From an optimization exercise on the open Yosys and OpenROAD flow, aimed at a short achievable clock period and few clock cycles; shortcuts taken in it are not production practice. No activity file was given, so power comes from the tool's default toggle rates.

==> flow/design.v (excerpt) <==
module jcpu8 (
    input  wire        clk,
    input  wire        rst,         
    input  wire        stall,       
    output wire [15:0] mem_addr,
    output wire        mem_we,
    output wire [7:0]  mem_wdata,
    input  wire [7:0]  mem_rdata,
    input  wire [7:0]  io0,
    output wire        io_event,
    output wire [7:0]  io_value,
    output wire        fault
);
    localparam [3:0] ID_MOV = 4'h1, ID_LW  = 4'h2, ID_SW  = 4'h3, ID_LDA = 4'h4,
                     ID_PUSH = 4'h5, ID_POP = 4'h6, ID_JNZ = 4'h7, ID_ADD = 4'h8,
                     ID_ADC = 4'h9, ID_AND = 4'hA, ID_NOR = 4'hB, ID_CMP = 4'hC;
    reg [7:0]  ra, rb, rc, rd, rl, rh, rf;
    reg [15:0] sp;
    reg [7:0]  io_prev;
    reg        faulted;
    reg        pF, pA1, pA2, pM;    
    reg [15:0] addr_q;      
    reg [15:0] ret_q;       
    reg        we_q;
    reg [7:0]  wd_q;
    reg        imm;
    reg        c_lw, c_sw, c_push, c_pop, c_jnz, c_three, c_ls;
    reg        c_mov, c_and, c_nor, c_add, c_adc, c_cmp, c_lda;
    reg [7:0]  rf_sel;      
    reg [7:0]  arg1;
    reg [7:0]  a1_sel;      
    reg [6:0]  ex_we;       
    reg        ex_lda, ex_add, ex_cmp, ex_and, ex_nor, ex_sum;
    reg        cin_q;
    reg        fl_v;        
    reg [7:0]  x1_q;        
    reg [7:0]  op2_q;       
    reg [7:0]  ex_hi;       
    reg        ex_d_f, ex_d_inv;
    reg        ex_s_reg;    
    reg [2:0]  ex_s_lo;     
    reg        ex_s_hi;     
    reg [2:0]  ex_d_lo;     
    reg [7:0]  res_q;       
    reg        fl_c;        
    reg        fl_d_f, fl_d_inv, fl_s_same, fl_s_f;
    reg [7:0]  fl_op2;
    reg        ev_q;
    reg [7:0]  ev_val;
    reg        fault_q;
    wire active = !stall && !faulted;
  ...
clock: 6.0 ns
lec_check: 0
cap_margin: 20
core_margin: 2
core_utilization: 25
gpl_routability_driven: 1
place_density: 0.45
setup_slack_margin: 4.0
slew_margin: 20
synth_hierarchical: 1
synth_minimum_keep_size: 0
run.sh (not shown) runs the stock make flow with config.mk's settings and CLKGATE_MAP_FILE= SYNTH_SCRIPT=/design/flow/synth_recipe.tcl, a recipe that flattens the netlist after the stock synthesis.
Then changed:
--- a/flow/design.v
+++ b/flow/design.v
@@ -136,47 +136,37 @@
             endcase
         end
     endfunction
     assign mem_addr  = addr_q;
     assign mem_we    = we_q;
     assign mem_wdata = wd_q;
     assign io_event  = ev_q;
     assign io_value  = ev_val;
     assign fault     = fault_q;
     wire        hi_nz, any_nz;
     jcpu8_bdec u_bdec (.b(mem_rdata), .hi(hi_nz), .any(any_nz));
-    reg  [7:0]  x_lo;
-    always @* begin
-        case (mem_rdata[2:0])
-            3'd0: x_lo = ra;
-            3'd1: x_lo = rb;
-            3'd2: x_lo = rc;
-            3'd3: x_lo = rd;
-            3'd4: x_lo = rl;
-            3'd5: x_lo = rh;
-            3'd6: x_lo = rf;
-            default: x_lo = 8'hFF;
-        endcase
-    end
-    wire [7:0]  x_rd    = x_lo | {8{hi_nz}};
+    wire [7:0]  x_rd;
+    jcpu8_xsel u_xsel (.s(mem_rdata[2:0]), .hi(hi_nz),
+                       .ra(ra), .rb(rb), .rc(rc), .rd(rd), .rl(rl), .rh(rh), .rf(rf),
+                       .x(x_rd));
     wire [7:0]  rd_sel  = onehot(mem_rdata);
     wire [7:0]  x_a1    = rsel(a1_sel, ra, rb, rc, rd, rl, rh, rf);
     wire [7:0]  x_rf    = rsel(rf_sel, ra, rb, rc, rd, rl, rh, rf);
     wire [7:0]  opv     = imm ? mem_rdata : x_rd;
     wire [15:0] pc_inc  = addr_q + 16'd1;
     wire [15:0] sp_dec  = sp - 16'd1;
     wire [15:0] sp_inc  = sp + 16'd1;
     reg         sp_ok, sp_ffff, sp_zero;   
     wire [15:0] ls_addr = imm ? {arg1, mem_rdata} : {x_a1, x_rd};
-    wire [7:0]  zr = {1'b0, ~((|rf) | fl_v), ~|rh, ~|rl, ~|rd, ~|rc, ~|rb, ~|ra};
-    wire        taken = imm ? any_nz : !(zr[mem_rdata[2:0]] && !hi_nz);
+    wire        taken;
+    jcpu8_jnz u_jnz (.b(mem_rdata), .imm(imm), .x(x_rd), .fl(fl_v), .taken(taken));
     wire        push_wait = fl_v && !imm;
     wire        go_ls  = pA2 && c_ls;
     wire        go_jnz = pA1 && c_jnz;
     wire [15:0] addr_early = pM ? ret_q :
                              (pA1 && c_push) ? sp_dec :
                              (pA1 && c_pop)  ? sp : pc_inc;
     wire [15:0] addr_next = go_ls ? ls_addr :
                             (go_jnz && taken) ? {rh, rl} : addr_early;
     wire        adv = !(pA1 && c_push && push_wait);
     wire [3:0]  nid = mem_rdata[3:0];
     always @(posedge clk) begin
@@ -360,28 +350,58 @@
         if (setup_ld) begin
             ex_sum <= 1'b0;
             ex_and <= 1'b0;
             ex_nor <= 1'b0;
             op2_q  <= mem_rdata;
         end
         end
     end
     always @(posedge clk) begin
         begin
             res_q     <= res;
-            fl_c      <= carry;
+            fl_c      <= ex_sum & sum[8];    
             fl_d_f    <= ex_d_f;
             fl_d_inv  <= ex_d_inv;
             fl_s_same <= ex_s_reg && !ex_s_hi && !ex_d_inv && ex_s_lo == ex_d_lo;
             fl_s_f    <= ex_s_reg && !ex_s_hi && ex_s_lo == 3'd6;
             fl_op2    <= op2_q;
         end
     end
 endmodule
 module jcpu8_bdec (
     input  wire [7:0] b,
     output wire       hi,      
     output wire       any      
 );
     assign hi  = |b[7:3];
     assign any = |b;
 endmodule
+module jcpu8_xsel (
+    input  wire [2:0] s,
+    input  wire       hi,
+    input  wire [7:0] ra, rb, rc, rd, rl, rh, rf,
+    output wire [7:0] x
+);
+    reg [7:0] x_lo;
+    always @* begin
+        case (s)
+            3'd0: x_lo = ra;
+            3'd1: x_lo = rb;
+            3'd2: x_lo = rc;
+            3'd3: x_lo = rd;
+            3'd4: x_lo = rl;
+            3'd5: x_lo = rh;
+            3'd6: x_lo = rf;
+            default: x_lo = 8'hFF;
+        endcase
+    end
+    assign x = x_lo | {8{hi}};
+endmodule
+module jcpu8_jnz (
+    input  wire [7:0] b,
+    input  wire       imm,
+    input  wire [7:0] x,
+    input  wire       fl,
+    output wire       taken
+);
+    assign taken = imm ? |b : ((|x) || (fl && b == 8'd6));
+endmodule
- The new run completed without violations
- via count is lower by 1.4%
- die area hardly moves
- non-clock buffer count drops by 18
- sequential power hardly moves
- sequential share of layout area came out higher by 0.40 points
- cell area drops by 1.6%
- hold slack is worse by 0.0067 ns
- synthesized area hardly moves
Function was not checked in any run of this note: the RTL went through the layout flow alone.

## afterwards: timing with drivers on the ports
The results above use ideal ports. As a check the final layouts listed here were re-extracted and re-timed, cells and wires unchanged. Step 1: set_driving_cell puts a clkbuf_16 on clk and a buf_2 on each other input, an assumption about the parent block. Step 2 adds t to the input delays and takes it off the output delays; t is the mean of the earliest and latest rising clock arrival at the registers after step 1. Input paths then give back, and output paths get back, about the clock's delay inside the block. Slacks: no drivers / after step 1 / after step 2; pairs: no drivers / after step 1.
| run | shift t [ns] | setup WS [ns] | worst register clock-pin slew, ns | worst data-port slew with drivers (ns) |
|---|---|---|---|---|
| the first run | 0.635 | 3.411 / 3.404 / 2.768 | 0.07 / 0.07 | 0.09 |
| the second run | 0.640 | 2.357 / 2.376 / 1.736 | 0.07 / 0.07 | 0.10 |
After both steps setup and hold are still met in every run listed. The setup slack of the first run, which loses most, moves by -0.007 ns with the drivers and by -0.643 ns with both steps.
